Background: an optimization exercise with open tools, aiming at small area, a short achievable clock period and few clock cycles. Do not read the settings as production practice.
Only simulation tests tie the RTL to the original design; equivalence was not proved.
Power and IR drop assume default switching activity.

==> flow/design.v <==
module pscb_encoder (
    input  wire        clk,
    input  wire        rst,
    input  wire        in_valid,
    output wire        in_ready,
    input  wire [15:0] in_data,
    input  wire        in_last,
    output wire        out_valid,
    input  wire        out_ready,
    output wire [7:0]  out_data,
    output wire        out_last
);
    localparam CAP = 40;
    localparam P_IDLE = 5'd0;
    localparam P_TAG  = 5'd1;
    localparam P_RAW  = 5'd2;
    localparam P_A    = 5'd3;
    localparam P_W    = 5'd4;
    localparam P_SB   = 5'd5;
    localparam P_SIG  = 5'd6;
    localparam P_O    = 5'd7;
    localparam P_17   = 5'd8;
    localparam P_OB   = 5'd9;
    localparam P_OUT  = 5'd10;
    localparam P_N    = 5'd11;
    localparam P_FL   = 5'd12;
    localparam P_S    = 5'd13;
    localparam P_SEGS = 5'd14;
    localparam P_SEGL = 5'd15;
    localparam P_FIN  = 5'd16;
    localparam P_OUTB = 5'd17;
    localparam K_OBF  = 4'd0;     
    localparam K_A    = 4'd1;
    localparam K_W    = 4'd2;
    localparam K_SB   = 4'd3;
    localparam K_SIG  = 4'd4;
    localparam K_PAD  = 4'd5;
    localparam K_O    = 4'd6;
    localparam K_17   = 4'd7;
    localparam K_OB   = 4'd8;
    localparam K_OUT  = 4'd9;
    localparam K_N    = 4'd10;
    localparam K_FL   = 4'd11;
    localparam K_S    = 4'd12;
    localparam K_SEG  = 4'd13;
    localparam K_RAW  = 4'd14;
    localparam K_SEGL = 4'd15;
    integer k, p;
    reg [64*17-1:0] ring;
    reg        wr;            
    reg [15:0] ir;
    reg        ir_small;
    reg [5:0]  ir_idx;
    reg [5:0]  pos0;          
    wire clr = wr && (ir_idx == 6'd0);
    integer q;
    always @(posedge clk) begin
        ring[64*17-1 -: 17] <= wr ? {ir_small, ir} : ring[16:0];
        for (q = 0; q < 63; q = q + 1) begin
            ring[17*q +: 16] <= ring[17*(q+1) +: 16];
            ring[17*q + 16]  <= ring[17*(q+1) + 16] && !clr;
        end
    end
    always @(posedge clk)
        pos0 <= (wr && ir_idx == 6'd0) ? 6'd63 : pos0 - 6'd1;
    function [3:0] ffs8;      
        input [7:0] v;
        begin
            casez (v)
                8'b???????1: ffs8 = 4'b1000;
                8'b??????10: ffs8 = 4'b1001;
                8'b?????100: ffs8 = 4'b1010;
                8'b????1000: ffs8 = 4'b1011;
                8'b???10000: ffs8 = 4'b1100;
                8'b??100000: ffs8 = 4'b1101;
                8'b?1000000: ffs8 = 4'b1110;
                8'b10000000: ffs8 = 4'b1111;
                default:     ffs8 = 4'b0000;
            endcase
        end
    endfunction
    function [16:0] zz;       
        input [16:0] d;
        begin
            zz = {d[15:0] ^ {16{d[16]}}, d[16]};
        end
    endfunction
    function [15:0] therm;
        input [16:0] d;
        reg   [16:0] z;
        integer      i;
        begin
            z = zz(d);
            for (i = 1; i <= 16; i = i + 1)
                therm[i-1] = ((z >> i) == 17'd0) &&
                             ((z & ((17'd1 << i) - 17'd1)) != ((17'd1 << i) - 17'd1));
        end
    endfunction
    function [2:0] pop4;
        input [3:0] v;
        reg   [1:0] a, b;
        begin
            a = {1'b0, v[0]} + {1'b0, v[1]};
            b = {1'b0, v[2]} + {1'b0, v[3]};
            pop4 = {1'b0, a} + {1'b0, b};
        end
    endfunction
    reg        in_rdy;
    reg        ring_busy;     
    reg        indone;        
    reg [6:0]  icnt;
    reg [5:0]  g;             
    reg [6:0]  nin;           
    reg [2:0]  fcnt;
    assign in_ready = in_rdy;
    wire xfer  = in_valid & in_rdy & ~rst;
    wire xlast = in_last | (icnt == 7'd63);
    reg [2:0]  gs_r [0:15];
    reg [5:0]  fv_r, fv_r2, fv_r3;
    reg        fs_r, fs_r2, fs_r3;
    reg        fz_r, fz_r2, fz_r3;   
    reg [4:0]  q4_r [0:3];
    reg [5:0]  pc_r;
    reg        bval;          
    reg [5:0]  bestp;         
    reg [5:0]  best;
    reg [62:0] match;
    always @(*)
        for (p = 1; p < 64; p = p + 1)
            match[p-1] = ring[17*p+16] && (ring[17*p +: 6] == ir[5:0]);
    reg [2:0] gs [0:15];
    wire [63:0] matchp = {1'b0, match};
    always @(*)
        for (p = 0; p < 16; p = p + 1)
            gs[p] = pop4(matchp[4*p +: 4]);
    reg [4:0] q4 [0:3];
    reg [5:0] pc;
    always @(*) begin
        for (p = 0; p < 4; p = p + 1)
            q4[p] = ({2'b00, gs_r[4*p]} + {2'b00, gs_r[4*p+1]}) + ({2'b00, gs_r[4*p+2]} + {2'b00, gs_r[4*p+3]});
        pc = ({1'b0, q4_r[0]} + {1'b0, q4_r[1]}) + ({1'b0, q4_r[2]} + {1'b0, q4_r[3]});
    end
    wire [6:0] bestc = bval ? {1'b0, bestp} + 7'd1 : 7'd0;
    reg        an_on;
    reg [4:0]  at;
    reg        an_ready;
    reg        fnone;
    reg [5:0]  fval;
    reg [6:0]  flo, fhi;
    reg [6:0]  n_cur;
    reg [3:0]  xv;            
    reg        l1on;          
    reg        fixon;         
    reg [15:0] pv [0:3];
    reg [3:0]  hp;
    reg [15:0] fa [0:3];
    reg [3:0]  pa;
    reg [15:0] sr [0:3];
    reg  [3:0]  dvn;          
    reg  [16:0] ldd [0:3];    
    reg [15:0] th [0:3];
    reg [6:0]  C [1:16];
    reg [6:0]  Acnt;
    reg [3:0]  lac_r, lst_r;   
    reg [5:0]  Scnt;
    reg [1:0]  wi;
    reg        con;           
    reg        awld;          
    reg [6:0]  cm_r [0:3];
    reg [1:0]  wi_r, wi_r2;   
    reg        aw_r;
    reg [4:0]  mm_r [0:3];
    reg [10:0] gp [0:3];
    reg [10:0] bestg;
    reg [4:0]  w;
    reg [7:0]  sb;
    reg [6:0]  O;
    reg [7:0]  ob;
    reg        raw;
    reg [7:0]  lidx_c;
    reg [15:0] marker;
    reg [9:0]  lbase;         
    wire [7:0] ob_c = ({O, 4'd0} + {4'd0, O} + 11'd7) >> 3;
    wire [7:0] sb_c = (gp[0] + 11'd7) >> 3;
    wire [63:0] act = {sr[3], sr[2], sr[1], sr[0]};
    reg  [15:0] xa [0:3];
    always @(*) begin
        xa[0] = ring[17*60 +: 16];
        xa[1] = ring[17*12 +: 16];
        xa[2] = ring[17*28 +: 16];
        xa[3] = ring[17*44 +: 16];
    end
    reg  [3:0]  lact;
    reg  [15:0] pred [1:3];
    always @(*) begin
        for (k = 0; k < 4; k = k + 1)
            lact[k] = xv[k] && (fnone || (xa[k][15:7] != 9'd0) ||
                                ({1'b0, xa[k][6:0]} < flo) || ({1'b0, xa[k][6:0]} > fhi));
        pred[1] = pv[0];
        pred[2] = hp[1] ? pv[1] : pv[0];
        pred[3] = hp[2] ? pv[2] : (hp[1] ? pv[1] : pv[0]);
    end
    always @(*) begin
        ldd[0] = {1'b0, xa[0]} - {1'b0, pv[0]};
        dvn[0] = l1on && lact[0];
        for (k = 1; k < 4; k = k + 1) begin
            ldd[k] = fixon ? {1'b0, fa[k]} - {1'b0, pred[k]} : {1'b0, xa[k]} - {1'b0, pv[k]};
            dvn[k] = (l1on && lact[k] && hp[k]) || (fixon && hp[k]);
        end
    end
    reg  [6:0]  cm [0:3];
    reg  [4:0]  mm [0:3];
    reg  [11:0] prod [0:3];
    always @(*) begin
        for (k = 0; k < 4; k = k + 1) begin
            cm[k]  = C[{wi, 2'b00} + k + 1];
            mm[k]  = 5'd16 - {1'b0, wi, 2'b00} - k[4:0];
        end
        if (awld) begin
            cm[0] = Acnt;
            mm[0] = w;
        end
        for (k = 0; k < 4; k = k + 1)
            prod[k] = cm_r[k] * mm_r[k];
    end
    always @(posedge clk) begin
        wi_r  <= wi;
        wi_r2 <= wi_r;
        aw_r  <= awld;
        for (k = 0; k < 4; k = k + 1) begin
            cm_r[k] <= cm[k];
            mm_r[k] <= mm[k];
            gp[k]   <= prod[k][10:0];
            th[k]   <= dvn[k] ? therm(ldd[k]) : 16'd0;
        end
        for (k = 1; k <= 16; k = k + 1)
            C[k] <= start_an ? 7'd0 :
                    C[k] + {4'd0, pop4({th[3][k-1], th[2][k-1], th[1][k-1], th[0][k-1]})};
    end
    reg [10:0] cv [0:4];
    reg [4:0]  cx [0:4];
    reg        lg [0:4][0:4];     
    reg [10:0] cg;
    reg [4:0]  cw;
    reg        win;
    integer    i2, j2;
    always @(*) begin
        cv[0] = bestg; cx[0] = w;
        for (k = 0; k < 4; k = k + 1) begin
            cv[k+1] = gp[k];
            cx[k+1] = {1'b0, wi_r2, 2'b00} + k[4:0] + 5'd1;
        end
        for (i2 = 0; i2 < 5; i2 = i2 + 1)
            for (j2 = 0; j2 < 5; j2 = j2 + 1)
                lg[j2][i2] = (j2 > i2) && (cv[j2] > cv[i2]);
        cg = cv[0];
        cw = cx[0];
        for (i2 = 0; i2 < 5; i2 = i2 + 1) begin
            win = 1'b1;
            for (j2 = 0; j2 < 5; j2 = j2 + 1) begin
                if (j2 < i2 && !lg[i2][j2]) win = 1'b0;
                if (j2 > i2 && lg[j2][i2])  win = 1'b0;
            end
            if (win) begin
                cg = cv[i2];
                cw = cx[i2];
            end
        end
    end
    wire [63:0] st = act & ~{act[62:0], 1'b0};
    wire [63:0] en = act & ~{1'b0, act[63:1]};
    reg [4:0]  ph;
    reg [5:0]  cur;           
    reg        cfirst;        
    reg        incl;          
    reg        sub;
    reg        vs_st;         
    reg        vs_en;         
    reg        vs_lim;        
    reg [5:0]  segs_r;
    reg        ofirst;        
    reg        r1_v;
    reg [3:0]  r1_k;
    reg [5:0]  r1_x;
    reg [5:0]  r1_s;
    reg        r1_pr;
    reg        r2_v;
    reg [3:0]  r2_k;
    reg [6:0]  r2_x;
    reg        r2_pr;
    reg [15:0] r2_d;
    reg        r4_v;
    reg [3:0]  r4_k;
    reg [6:0]  r4_x;
    reg        r4_pr;
    reg [16:0] r4_z;
    reg        r3_v;
    reg        r3_pad;
    reg [16:0] r3_val;        
    reg [5:0]  r3_nb;
    reg [15:0] prev;
    reg        sig_any;
    reg [5:0]  pidx;
    reg        ofound;
    reg [5:0]  ostart;
    reg        oprime;
    reg [5:0]  olast;
    reg [6:0]  rd_cnt;        
    wire [6:0] rthr = {1'b0, n_cur[6:1]} + {6'd0, n_cur[0]} + 7'd3;
    reg [16:0] obuf [0:2];    
    reg [1:0]  ocnt;
    wire       useob = (O <= 7'd3);
    reg [CAP-1:0] acc;
    reg [5:0]  cnt;
    reg        ov;
    reg        ol;
    reg [7:0]  bcnt;
    reg [7:0]  lidx;
    reg        out_busy;
    assign out_valid = ov;
    assign out_data  = acc[7:0];
    assign out_last  = ol;
    wire take = ov & out_ready & ~rst;
    wire fits = r3_pad || ({1'b0, cnt} + {1'b0, r3_nb} <= CAP);
    wire adv  = !r3_v || fits;
    reg  [63:0] lmask;
    always @(*)
        for (p = 0; p < 64; p = p + 1)
            lmask[p] = !vs_lim || (p[5:0] <= olast);
    wire [63:0] vbase = (vs_en ? en : (vs_st ? st : act)) & lmask;
    reg  [7:0]  gany;
    reg  [2:0]  gfb [0:7];
    reg  [3:0]  t4;
    reg  [7:0]  lom;
    reg  [7:0]  him;
    always @(*) begin
        for (p = 0; p < 8; p = p + 1) begin
            gany[p] = |vbase[8*p +: 8];
            t4      = ffs8(vbase[8*p +: 8]);
            gfb[p]  = t4[2:0];
            lom[p]  = cfirst || (p[2:0] > cur[2:0]) || (incl && p[2:0] == cur[2:0]);
            him[p]  = (p[2:0] > cur[5:3]);
        end
    end
    wire [7:0]  sgb = vbase[8*cur[5:3] +: 8] & lom;
    wire [3:0]  fsg = ffs8(sgb);
    wire [3:0]  fgr = ffs8(gany & him);
    wire        nf  = fsg[3] | fgr[3];
    wire [5:0]  nx  = fsg[3] ? {cur[5:3], fsg[2:0]} : {fgr[2:0], gfb[fgr[2:0]]};
    wire [15:0] rw [0:63];
    genvar gq;
    generate
        for (gq = 0; gq < 64; gq = gq + 1) begin : g_rw
            assign rw[gq] = ring[17*gq +: 16];
        end
    endgenerate
    wire [5:0]  rpos = pos0 + r1_x;
    wire [15:0] rdat = rw[rpos];
    wire [16:0] d2 = {1'b0, r2_d} - {1'b0, prev};
    wire        out4 = r4_z[16] || ((r4_z[15:0] & ~marker) != 16'd0) ||
                       ((r4_z[15:0] & marker) == marker);
    reg  [16:0] ival;
    reg  [5:0]  inb;
    reg         ipad;
    reg         iv;
    always @(*) begin
        ival = 17'd0;
        inb  = 6'd32;
        ipad = 1'b0;
        iv   = r4_v;
        case (r4_k)
            K_OBF:  begin ival = obuf[r4_x[1:0]]; inb = 6'd17; end
            K_A:    ival = {10'd0, Acnt};
            K_W:    begin ival = {12'd0, w}; inb = 6'd8; end
            K_SB:   ival = {9'd0, sb};
            K_SIG:  begin ival = out4 ? {1'b0, marker} : r4_z; inb = {1'b0, w}; end
            K_PAD:  ipad = 1'b1;
            K_O:    ival = {10'd0, O};
            K_17:   begin ival = 17'd17; inb = 6'd8; end
            K_OB:   ival = {9'd0, ob};
            K_OUT:  begin ival = r4_z; inb = 6'd17; iv = r4_v && out4 && !r4_pr; end
            K_N:    ival = {10'd0, n_cur};
            K_FL:   begin ival = fnone ? 17'h0FFFF : {11'd0, fval}; inb = 6'd16; end
            K_S:    ival = {11'd0, Scnt};
            K_SEG:  ival = {10'd0, r4_x};
            K_SEGL: ival = {10'd0, r4_x};
            K_RAW:  begin ival = {1'b0, r4_z[15:0]}; inb = 6'd16; end
            default: iv = 1'b0;
        endcase
    end
    reg        wv;
    reg [3:0]  wk;
    reg        wpr;
    reg [4:0]  ph_n;
    reg [5:0]  cur_n;
    reg        cfirst_n;
    reg        incl_n;
    reg        sub_n;
    reg        ofirst_n;
    always @(*) begin
        wv = 1'b1; wk = K_OBF; wpr = 1'b0;
        ph_n = ph; cur_n = nx; cfirst_n = cfirst; sub_n = sub; ofirst_n = ofirst; incl_n = 1'b0;
        case (ph)
            P_RAW:  begin
                        wk = K_RAW;
                        cur_n = cur + 6'd1;
                        if ({1'b0, cur} == n_cur - 7'd1) ph_n = P_FIN;
                    end
            P_A:    begin wk = K_A;  ph_n = P_W; end
            P_W:    begin wk = K_W;  ph_n = P_SB; end
            P_SB:   begin wk = K_SB; ph_n = P_SIG; cfirst_n = 1'b1; cur_n = 6'd0; end
            P_SIG:  if (nf) begin
                        wk = K_SIG; cfirst_n = 1'b0;
                    end else begin
                        wk = K_PAD; ph_n = P_O;
                    end
            P_O:    begin wk = K_O;  ph_n = P_17; end
            P_17:   begin wk = K_17; ph_n = P_OB; end
            P_OB:   begin
                        wk = K_OB; ofirst_n = 1'b1;
                        if (useob) begin
                            ph_n = P_OUTB; cur_n = 6'd0;
                        end else begin
                            ph_n = P_OUT; cur_n = ostart; cfirst_n = 1'b0;
                        end
                    end
            P_OUTB: if ({1'b0, cur} < O) begin
                        wk = K_OBF; cur_n = cur + 6'd1;
                    end else begin
                        wk = K_PAD; ph_n = P_N;
                    end
            P_OUT:  if (ofound && (nf || ofirst)) begin
                        wk = K_OUT; wpr = ofirst && oprime; ofirst_n = 1'b0;
                        if (ofirst) cur_n = cur;
                    end else begin
                        wk = K_PAD; ph_n = P_N;
                    end
            P_N:    begin wk = K_N;  ph_n = P_FL; end
            P_FL:   begin wk = K_FL; ph_n = P_S; end
            P_S:    begin wk = K_S;  ph_n = P_SEGS; cfirst_n = 1'b1; cur_n = 6'd0; end
            P_SEGS: if (nf) begin
                        wk = K_SEG; cfirst_n = 1'b0;
                    end else begin
                        wv = 1'b0; ph_n = P_SEGL; cfirst_n = 1'b1; sub_n = 1'b0; cur_n = 6'd0;
                    end
            P_SEGL: if (!sub) begin
                        wv = 1'b0;
                        if (nf) begin
                            sub_n = 1'b1; cfirst_n = 1'b0; incl_n = 1'b1;
                        end else
                            ph_n = P_FIN;
                    end else begin
                        wk = K_SEGL; sub_n = 1'b0; cfirst_n = 1'b0;
                    end
            default: begin wv = 1'b0; end
        endcase
    end
    wire [5:0] wx = (ph == P_RAW || ph == P_OUTB) ? cur : (ph == P_OUT && ofirst) ? cur : nx;
    wire r1_read = r1_v && (r1_k == K_SIG || r1_k == K_OUT || r1_k == K_RAW);
    wire post_read = (useob && (ph == P_O || ph == P_17 || ph == P_OB || ph == P_OUTB)) || (ph == P_N) || (ph == P_FL) || (ph == P_S) || (ph == P_SEGS) ||
                     (ph == P_SEGL) || (ph == P_FIN) || (ph == P_IDLE);
    wire       rel  = ring_busy && !indone && !an_on && !an_ready && post_read && !r1_read;
    wire       rb_n = (xfer && xlast) ? 1'b1 : (rel ? 1'b0 : ring_busy);
    wire [6:0] ic_n = (xfer && xlast) ? 7'd0 : (xfer ? icnt + 7'd1 : icnt);
    wire [5:0] g_n  = (xfer && icnt == 7'd0) ? 6'd0 : g + 6'd1 - {5'd0, xfer};
    wire rbq    = rel ? 1'b0 : ring_busy;
    wire shr    = rbq && raw && (ph == P_RAW || ph == P_FIN) && !indone && !an_on && !an_ready;
    wire [6:0] ic1 = icnt + 7'd1;
    wire rdy_x  = !xlast && (icnt == 7'd0 || g == 6'd0) &&
                  (!rbq || (shr && (ic1 >= n_cur || rd_cnt > ic1)));
    wire rdy_nx = (!rbq && (icnt == 7'd0 || g == 6'd63)) ||
                  (shr && ((icnt == 7'd0) ? (pos0 == 6'd2 && rd_cnt >= rthr) :
                                            (g == 6'd63 && (icnt >= n_cur || rd_cnt > icnt))));
    wire start_an = indone && (fcnt == 3'd4) && (pos0 == 6'd61) && !an_on &&
                    !an_ready && (ph == P_IDLE);
    wire start_em = an_ready && !out_busy && (ph == P_IDLE);
    wire [CAP-1:0] comb  = acc | ({{(CAP-17){1'b0}}, r3_val} << cnt);
    wire           app   = r3_v && !r3_pad && fits;
    wire [5:0]     cnt_a = app ? cnt + r3_nb :
                           (r3_v && r3_pad) ? ((cnt + 6'd7) & 6'b111000) : cnt;
    wire [5:0]     cnt_a8 = cnt_a - 6'd8;
    wire [5:0]     cnt_n = take ? cnt_a8 : cnt_a;
    wire           eq0   = (bcnt == lidx);
    wire           eq1   = (bcnt + 8'd1 == lidx);
    wire [7:0]     bcnt_1 = ol ? 8'd0 : bcnt + 8'd1;
    wire [7:0]     bcnt_n = take ? bcnt_1 : bcnt;
    always @(posedge clk) begin
        if (rst) begin
            in_rdy    <= 1'b1;
            ring_busy <= 1'b0;
            indone    <= 1'b0;
            icnt      <= 7'd0;
            g         <= 6'd0;
            wr        <= 1'b0;
            fcnt      <= 3'd0;
            fs_r      <= 1'b0;
            fs_r2     <= 1'b0;
            fs_r3     <= 1'b0;
        end else begin
            wr <= xfer;
            if (xfer) begin
                ir       <= in_data;
                ir_small <= (in_data[15:6] == 10'd0);
                ir_idx   <= icnt[5:0];
            end
            if (xfer && icnt == 7'd0) begin
                best <= 6'd0;
                bval <= 1'b0;
            end else if (fs_r3 && (!bval || pc_r > bestp || (pc_r == bestp && fv_r3 < best))) begin
                best  <= fv_r3;
                bestp <= fz_r3 ? 6'd0 : pc_r;
                bval  <= 1'b1;
            end
            pc_r  <= pc;
            for (p = 0; p < 4; p = p + 1) q4_r[p] <= q4[p];
            fv_r3 <= fv_r2;
            fs_r3 <= fs_r2;
            fz_r3 <= fz_r2;
            fv_r2 <= fv_r;
            fs_r2 <= fs_r;
            fz_r  <= (ir_idx == 6'd0);
            fz_r2 <= fz_r;
            for (p = 0; p < 16; p = p + 1) gs_r[p] <= gs[p];
            fv_r <= ir[5:0];
            fs_r <= wr && ir_small;
            if (fcnt != 3'd4) fcnt <= fcnt + 3'd1;
            if (xfer && xlast) begin
                nin    <= icnt + 7'd1;
                indone <= 1'b1;
                fcnt   <= 3'd0;
            end
            icnt <= ic_n;
            g    <= g_n;
            if (start_an)
                indone <= 1'b0;
            ring_busy <= rb_n;
            in_rdy    <= xfer ? rdy_x : rdy_nx;
        end
        if (rst) begin
            an_on    <= 1'b0;
            an_ready <= 1'b0;
            at       <= 5'd0;
            l1on     <= 1'b0;
            fixon    <= 1'b0;
            con      <= 1'b0;
            awld     <= 1'b0;
        end else if (start_an) begin
            an_on <= 1'b1;
            at    <= 5'd1;
            l1on  <= 1'b1;
            fval  <= best;
            fnone <= !({bestc, 3'b000} + {2'b00, bestc, 1'b0} > {3'b000, nin});
            flo   <= (best < 6'd3) ? 7'd0 : {1'b0, best} - 7'd3;
            fhi   <= {1'b0, best} + 7'd3;
            n_cur <= nin;
            for (k = 0; k < 4; k = k + 1) begin
                xv[k] <= ({k[2:0], 4'd0} < nin);
                pv[k] <= 16'd0;
            end
            hp    <= 4'd0;
            pa    <= 4'd0;
            Acnt  <= 7'd0;
            Scnt  <= 6'd0;
            lac_r <= 4'd0;
            lst_r <= 4'd0;
            bestg <= 11'd0;
            w     <= 5'd1;
        end else if (an_on) begin
            at    <= at + 5'd1;
            l1on  <= (at <= 5'd15);
            fixon <= (at == 5'd16);
            con   <= (at >= 5'd20) && (at <= 5'd23);
            awld  <= (at == 5'd24);
            wi    <= (at == 5'd18) ? 2'd0 : wi + 2'd1;
            if (at <= 5'd15)
                for (k = 0; k < 4; k = k + 1)
                    xv[k] <= ({k[2:0], 4'd0} + {2'b00, at[3:0]} < n_cur);
            if (l1on) begin
                for (k = 0; k < 4; k = k + 1) begin
                    sr[k] <= {lact[k], sr[k][15:1]};
                    pa[k] <= lact[k];
                    if (lact[k]) begin
                        pv[k] <= xa[k];
                        hp[k] <= 1'b1;
                        if (k != 0 && !hp[k]) fa[k] <= xa[k];
                    end
                end
            end
            lac_r <= l1on ? lact : 4'd0;
            lst_r <= l1on ? (lact & ~pa) : 4'd0;
            Acnt  <= Acnt + {4'd0, pop4(lac_r)};
            if (fixon)
                Scnt <= Scnt + {3'd0, pop4(lst_r)} -
                        {4'd0, pop4({1'b0, sr[2][15] & sr[3][0], sr[1][15] & sr[2][0], sr[0][15] & sr[1][0]})};
            else
                Scnt <= Scnt + {3'd0, pop4(lst_r)};
            if (con) begin
                bestg <= cg;
                w     <= cw;
            end
            if (awld)
                O <= Acnt - C[w];
            if (at == 5'd26) begin
                ob    <= ob_c;
                lbase <= 10'd28 + {2'b00, ob_c} + {1'b0, Scnt, 3'b000};
            end
            if (at == 5'd27) begin
                sb     <= sb_c;
                marker <= (16'd1 << w) - 16'd1;
                raw    <= (lbase + {2'b00, sb_c}) > {2'b00, n_cur, 1'b0};
                lidx_c <= ((lbase + {2'b00, sb_c}) > {2'b00, n_cur, 1'b0}) ?
                          ({n_cur, 1'b0} + 8'd3) : (lbase[7:0] + sb_c + 8'd3);
                an_on    <= 1'b0;
                an_ready <= 1'b1;
            end
        end else if (start_em) begin
            an_ready <= 1'b0;
        end
        if (rst) begin
            ph    <= P_IDLE;
            r1_v  <= 1'b0;
            r2_v  <= 1'b0;
            r4_v  <= 1'b0;
            r3_v  <= 1'b0;
            acc   <= {CAP{1'b0}};
            cnt   <= 6'd0;
            ov    <= 1'b0;
            ol    <= 1'b0;
            bcnt  <= 8'd0;
            out_busy <= 1'b0;
        end else begin
            if (start_em) begin
                ph       <= raw ? P_RAW : P_A;
                cur      <= 6'd0;
                out_busy <= 1'b1;
                lidx     <= lidx_c;
                vs_st    <= 1'b0;
                vs_en    <= 1'b0;
                vs_lim   <= 1'b0;
            end else if (adv && ph != P_IDLE) begin
                ph     <= (ph == P_FIN) ? P_IDLE : ph_n;
                cur    <= cur_n;
                cfirst <= cfirst_n;
                incl   <= incl_n;
                sub    <= sub_n;
                ofirst <= ofirst_n;
                vs_st  <= (ph_n == P_SEGS) || (ph_n == P_SEGL && !sub_n);
                vs_en  <= (ph_n == P_SEGL && sub_n);
                vs_lim <= (ph_n == P_OUT);
                if (ph == P_SEGL && !sub && nf) segs_r <= nx;
            end
            if (adv) begin
                r1_v  <= wv && (ph != P_IDLE) && !start_em;
                r1_k  <= wk;
                r1_x  <= wx;
                r1_s  <= segs_r;
                r1_pr <= wpr;
                r2_v  <= r1_v;
                r2_k  <= r1_k;
                r2_x  <= (r1_k == K_SEGL) ? {1'b0, r1_x - r1_s} + 7'd1 : {1'b0, r1_x};
                r2_pr <= r1_pr;
                r2_d  <= rdat;
                r4_v  <= r2_v;
                r4_k  <= r2_k;
                r4_x  <= r2_x;
                r4_pr <= r2_pr;
                r4_z  <= (r2_k == K_RAW) ? {1'b0, r2_d} : zz(d2);
                if (r2_v) begin
                    if (r2_k == K_O) prev <= 16'd0;
                    if (r2_k == K_SIG || r2_k == K_OUT) prev <= r2_d;
                end
                if (r4_v) begin
                    if (r4_k == K_SIG) begin
                        sig_any <= 1'b1;
                        pidx    <= r4_x[5:0];
                        if (out4) begin
                            if (ocnt != 2'd3) begin
                                obuf[ocnt] <= r4_z;
                                ocnt       <= ocnt + 2'd1;
                            end
                            if (!ofound) begin
                                ofound <= 1'b1;
                                ostart <= sig_any ? pidx : r4_x[5:0];
                                oprime <= sig_any;
                            end
                            olast <= r4_x[5:0];
                        end
                    end
                end
                r3_v   <= iv;
                r3_pad <= ipad;
                r3_val <= ival;
                r3_nb  <= inb;
            end
            if (start_em) begin
                prev    <= 16'd0;
                sig_any <= 1'b0;
                ofound  <= 1'b0;
                ocnt    <= 2'd0;
            end
            if (start_em)
                rd_cnt <= 7'd0;
            else if (adv && r1_v && r1_k == K_RAW)
                rd_cnt <= rd_cnt + 7'd1;
            if (app)
                acc <= take ? (comb >> 8) : comb;
            else
                acc <= take ? (acc >> 8) : acc;
            cnt  <= cnt_n;
            bcnt <= bcnt_n;
            ov   <= take ? (cnt_a >= 6'd16) : (cnt_a >= 6'd8);
            ol   <= take ? (!ol && cnt_a >= 6'd16 && eq1) : (cnt_a >= 6'd8 && eq0 && !start_em);
            if (start_em) begin
                acc <= raw ? {CAP{1'b0}} : {{(CAP-32){1'b0}}, 32'hFFFFFFFF};
                cnt <= 6'd32;
                ov  <= 1'b1;
            end
            if (take && ol) out_busy <= 1'b0;
        end
    end
endmodule
==> flow/flow/run.sh <==
#!/bin/bash
set -euo pipefail
bash standard.sh SETUP_SLACK_MARGIN=7.6 finish > standard.log 2>&1
==> flow/standard.sh <==
#!/bin/bash
# synth_recipe.tcl (not shown) runs the flow's synth.tcl, then flattens the netlist and writes it again
# the make line also repeats each setting of config.mk as NAME=value (left out here)
make -C /OpenROAD-flow-scripts/flow DESIGN_CONFIG=/design/flow/config.mk WORK_HOME=/design/flow/orfs CLKGATE_MAP_FILE= SYNTH_SCRIPT=/design/flow/synth_recipe.tcl "${@:-finish}"
==> flow/config.mk <==
export PLATFORM = sky130hd
export DESIGN_NAME = pscb_encoder
export DESIGN_NICKNAME = pscb_encoder
export VERILOG_FILES = /design/flow/design.v
export SDC_FILE = /design/flow/constraint.sdc
export NUM_CORES = 4
export LEC_CHECK = 0
export CAP_MARGIN = 20
export CORE_MARGIN = 2
export CORE_UTILIZATION = 58
export PLACE_DENSITY = 0.72
export SETUP_SLACK_MARGIN = 5
export SLEW_MARGIN = 20
==> flow/constraint.sdc <==
create_clock -name core_clock -period 12.0 [get_ports {clk}]
set_input_delay 2.4000 -clock core_clock [delete_from_list [all_inputs] [get_ports {clk}]]
set_output_delay 2.4000 -clock core_clock [all_outputs]
set_load 0.01 [all_outputs]
==> notes.md <==
repair_timing:
item                       4_1_cts  5_1_grt
cloned                           6        5
setup endpoints to repair      289      211
setup buffers                   24       49
pin swaps                       24       47
gates resized for setup        122      170
stage by stage:
stage	area [µm²]	hold slack, ps	utilization, %
finish	115000	326	66.0
global route	115000	345	66.0
CTS	114000	329	65.3
detailed placement	105000	315	60.5
global placement	105000	312	60.5
floorplan	102000	310	-
synth_stat cells (all sizes together), types with 120 or more instances:
cell type / instances
a21o: 131
a21oi: 382
a22oi: 467
and2: 176
buf: 120
clkbuf: 296
dfxtp: 1454
edfxtp: 669
fa: 171
ha: 620
inv: 573
nand2: 511
nand3: 260
nand4: 195
nor2: 606
nor2b: 203
nor3: 189
nor4: 141
o21ai: 312
xnor2: 434
xor2: 316
routing by layer:
layer | wire length (µm) | up-vias | global-route usage (%)
li1 | - | 35500 | -
met1 | 139000 | 38900 | 50.7
met2 | 159000 | 4673 | 60.6
met3 | 35600 | 1242 | 8.24
met4 | 26700 | 10 | 24.3
met5 | 74 | - | 0
logic make-up (layout without fill, tap and decap cells):
family	count (synthesis)	in the layout	share of synthesized area, %
compound gates	2209	2211	15.4
xor+xnor	750	750	6.44
fa+ha+maj	792	792	11.0
buf+inv	995	1296	3.81
flops	2123	2123	48.2
mux	193	193	2.09
other cells	1	26	0.00368
simple gates	2615	2616	13.1
final cells by class:
| cell class | instances | area share, % |
|---|---|---|
| diodes | 13 | 0.0283 |
| clock inverters | 127 | 1.24 |
| multi-input cells | 6575 | 43.9 |
| repair inverters | 1 | 0.00653 |
| inverters | 579 | 1.93 |
| well taps | 2325 | 2.53 |
| repair buffers | 309 | 2.32 |
| clock buffers | 280 | 5.28 |
| flip-flops and latches | 2123 | 42.8 |
where the power goes:
| part | internal (mW) | leakage, nW | switching [mW] |
|---|---|---|---|
| logic | 1.52 | 24.4 | 2.43 |
| registers | 7.98 | 18.2 | 0.766 |
| clock network | 4.04 | 3.71 | 3.03 |
| total | 13.5 | 46.3 | 6.22 |
flip-flops by register name (all words and copies together) (netlist names), 28 cells and up, named ones only:
signal and cells:
acc 40, th 64, pv 64, cm_r 28
gs_r 47, obuf 51, C 112, sr 64
fa 48, ring 1088, gp 43
path summary, 6_finish.rpt:
check | slack [ps] | cells after the start | start | end
worst max-delay path | 7610 | 12 | olast[2]$_DFFE_PP_ | r1_x[2]$_DFFE_PP_
worst min-delay path | 330 | 0 | wi_r[0]$_DFF_P_ | wi_r2[0]$_DFF_P_
worst max register to register | 7610 | 12 | olast[2]$_DFFE_PP_ | r1_x[2]$_DFFE_PP_
worst min register to register | 330 | 0 | wi_r[0]$_DFF_P_ | wi_r2[0]$_DFF_P_
worst reg2reg max path, delay by kind of cell (launching register included):
kind	cells	cell delay (ps)
and+or+nand+nor	2	510
buffers and inverters	1	360
muxes	1	200
DFF	1	320
AOI/OAI and AO/OA	8	2760
==> report_table.html <==
<table>
<tr><th>Metric</th><th>Value</th></tr>
<tr><th colspan="2">Worst setup path</th></tr>
<tr><td>Crit Path Class</td><td>flop to flop</td></tr>
<tr><td>Dominant delay contributor by cell family on the critical path</td><td>compound AO/OA/AOI/OAI gates</td></tr>
<tr><td>Series of cell instances along the critical path</td><td>buf_4 &gt; nand2_1 &gt; a21oi_1 &gt; o211a_1 &gt; nor3b_1 &gt; a21boi_0 &gt; o21ai_0 &gt; a21oi_2 &gt; mux2i_1 &gt; o32a_1 &gt; a31o_2 &gt; o21ai_1</td></tr>
<tr><td>Data required time at the worst endpoint</td><td>12650 ps</td></tr>
<tr><td>Critical Path Sink Type</td><td>flop</td></tr>
<tr><td>Critical path data arrival time</td><td>5050 ps</td></tr>
<tr><td>Critical Path Fanout Max</td><td>30</td></tr>
<tr><td>Delay of the slowest cell on the worst path</td><td>510 ps</td></tr>
<tr><td>Type of element launching the critical path</td><td>flop</td></tr>
<tr><td>Bufs and invs on worst path</td><td>1</td></tr>
<tr><td>CP max-delay cell</td><td>sky130_fd_sc_hd__a21oi_1</td></tr>
<tr><th colspan="2">Routing</th></tr>
<tr><td>Number of DRC markers in iteration 0</td><td>10800</td></tr>
<tr><td>Number of nets with antenna violations after routing</td><td>0</td></tr>
<tr><td>Detailed-route wire length</td><td>361 mm</td></tr>
<tr><td>Vias/cell</td><td>6.52</td></tr>
<tr><td>Number of search-and-repair iterations in the first detailed-routing pass</td><td>10</td></tr>
<tr><td>Vias after detailed routing</td><td>80400</td></tr>
<tr><td>Routed WL per cell</td><td>29.3 µm</td></tr>
<tr><td>Final routed DRC violation total</td><td>0</td></tr>
<tr><th colspan="2">Power and ir drop</th></tr>
<tr><td>P per Cell Area</td><td>172 nW/µm²</td></tr>
<tr><td>Final Total Pwr</td><td>19.8 mW</td></tr>
<tr><td>Standby leakage power</td><td>46.3 nW</td></tr>
<tr><td>Worst IR Drop VDD</td><td>0.000149 V</td></tr>
<tr><th colspan="2">Cells and area</th></tr>
<tr><td>Most common cell after layout, fill and taps aside</td><td>sky130_fd_sc_hd__dfxtp_1</td></tr>
<tr><td>Layout fillers</td><td>13500</td></tr>
<tr><td>Synth-to-Final Area Change</td><td>12.8%</td></tr>
<tr><td>Footprint of the flip-flops and latches</td><td>49200 µm²</td></tr>
<tr><td>Fraction of layout instances using a drive strength above 1</td><td>10.7%</td></tr>
<tr><td>Combined area of the multi-input logic cells</td><td>50500 µm²</td></tr>
<tr><td>Number of standard cells in the final layout excluding fillers</td><td>12300</td></tr>
<tr><td>Final-stage net count</td><td>10600</td></tr>
<tr><td>Leading cell types in the layout, fill and taps excluded</td><td>sky130_fd_sc_hd__dfxtp_1 (1442), sky130_fd_sc_hd__edfxtp_1 (669), sky130_fd_sc_hd__ha_1 (613)</td></tr>
<tr><th colspan="2">Timing</th></tr>
<tr><td>Achievable frequency</td><td>228 MHz</td></tr>
<tr><td>Final setup violation count</td><td>0</td></tr>
<tr><td>Pins over their slew limit</td><td>0</td></tr>
<tr><td>Final-report hold violation count</td><td>0</td></tr>
<tr><td>Crit path time final</td><td>4390 ps</td></tr>
<tr><td>Final cycle utilization of the critical path</td><td>36.6%</td></tr>
<tr><td>Normalized max-slew margin</td><td>16.8%</td></tr>
<tr><td>Unrepaired setup endpoints after global routing</td><td>yes</td></tr>
<tr><td>Setup_tns</td><td>0 ps</td></tr>
<tr><td>Final worst setup slack</td><td>7610 ps</td></tr>
<tr><td>Final clock skew</td><td>67.4 ps</td></tr>
<tr><td>Slew of the pin with the lowest slew margin</td><td>1240 ps</td></tr>
<tr><th colspan="2">Global route</th></tr>
<tr><td>Total global routing overflow</td><td>0</td></tr>
<tr><td>Pin count of the biggest net entering global routing</td><td>113</td></tr>
<tr><td>First-pass GRT wire length</td><td>522 mm</td></tr>
<tr><td>Via count of the first global-routing pass</td><td>78000</td></tr>
<tr><td>Number of antenna violations at the first check in global routing</td><td>17</td></tr>
<tr><td>Combined global-route utilization of all metal layers</td><td>39.3%</td></tr>
<tr><th colspan="2">Floorplanning</th></tr>
<tr><td>Die Area</td><td>179000 µm²</td></tr>
<tr><td>Height of the die</td><td>423 µm</td></tr>
<tr><td>Core Region</td><td>174000 µm²</td></tr>
<tr><td>Number of placement rows</td><td>153</td></tr>
<tr><td>Num ports</td><td>32</td></tr>
<tr><td>Starting utilization of the core area</td><td>58.5%</td></tr>
<tr><td>Width of the die</td><td>423 µm</td></tr>
<tr><th colspan="2">Synthesis</th></tr>
<tr><td>Post-Syn Area</td><td>102000 µm²</td></tr>
<tr><td>Mean instance size in the synthesized netlist</td><td>10.5 µm²</td></tr>
<tr><td>Leading post-synthesis cells by cell area</td><td>sky130_fd_sc_hd__dfxtp_1 (29%), sky130_fd_sc_hd__edfxtp_1 (20%), sky130_fd_sc_hd__ha_1 (7.6%)</td></tr>
<tr><td>Seq/Total Area, Yosys</td><td>48.2%</td></tr>
<tr><td>Cell variety after synth</td><td>113</td></tr>
<tr><td>Synthesis Warnings</td><td>30</td></tr>
<tr><td>Top cell type by total area after synthesis</td><td>sky130_fd_sc_hd__dfxtp_1</td></tr>
<tr><td>Fraction of registers with async set or reset after synthesis</td><td>0%</td></tr>
<tr><td>Most instantiated flip-flop cell in the synthesis netlist</td><td>sky130_fd_sc_hd__dfxtp_1</td></tr>
<tr><td>Cell count after synthesis</td><td>9678</td></tr>
<tr><td>Number of synthesized flops with an enable pin</td><td>669</td></tr>
<tr><td>Flip-flop and latch count after synthesis</td><td>2123</td></tr>
<tr><td>Portion of synthesized cell area occupied by the leading cell type</td><td>28.5%</td></tr>
<tr><th colspan="2">Clocking</th></tr>
<tr><td>Number of buffers added to fix hold violations after cts</td><td>0</td></tr>
<tr><td>Num CTS Buffers</td><td>214</td></tr>
<tr><td>Count of H-tree levels built during CTS</td><td>4</td></tr>
<tr><td>Clock tree root buffer cell</td><td>sky130_fd_sc_hd__clkbuf_16</td></tr>
<tr><td>Clock transition at the register clock pins on the worst setup and hold paths after CTS</td><td>60 ps</td></tr>
<tr><td>Clock tree from TritonCTS</td><td>yes</td></tr>
<tr><td>Clk Latency, worst-skew pair</td><td>900 ps</td></tr>
<tr><td>TritonCTS Sinks</td><td>2123</td></tr>
<tr><td>Buffer levels on the longest clock path</td><td>3</td></tr>
<tr><th colspan="2">Place</th></tr>
<tr><td># placed instances</td><td>11800</td></tr>
<tr><td>RePlAce Congestion</td><td>1.07</td></tr>
<tr><td>Number of I/O port buffers</td><td>31</td></tr>
<tr><td>Hpwl dp</td><td>261 mm</td></tr>
<tr><td>Worst slack, placed</td><td>5950 ps</td></tr>
<tr><th colspan="2">Run</th></tr>
<tr><td>Max_cap viols</td><td>0</td></tr>
<tr><th colspan="2">Min path</th></tr>
<tr><td>Classification of the worst-slack hold path</td><td>flop to flop</td></tr>
<tr><th colspan="2">Outcome</th></tr>
<tr><td>Result of the run</td><td>complete, no violations</td></tr>
</table>
Testbench counts, summed over its fixed seeds: cycles 23,279.

[separate check: timing with driven ports]
The results above use ideal ports. As a check the final layout listed here was re-extracted and re-timed, cells and wires unchanged. Step 1 sets driving cells, clkbuf_16 on the clock port and buf_2 on the other inputs (assumed; they add their load-dependent delay and slew). Step 2 times the ports against the registers' clock, not the clock port: input delays grow and output delays shrink by t, the midpoint of the rising clock arrivals with the driver on. Slacks: ideal / step 1 / step 2; pairs: ideal / step 1.
t (ns): 0.964
slack for setup (ns): 7.605 / 7.605 / 6.913
hold slack, ns: 0.326 / 0.326 / 0.326
worst setup path after step 2: input to register
worst data-port slew with drivers (ns): 0.05
After both steps this run still meets setup and hold. For this run, drivers alone change the setup slack by 0.000 ns; drivers and shift together by -0.692 ns.
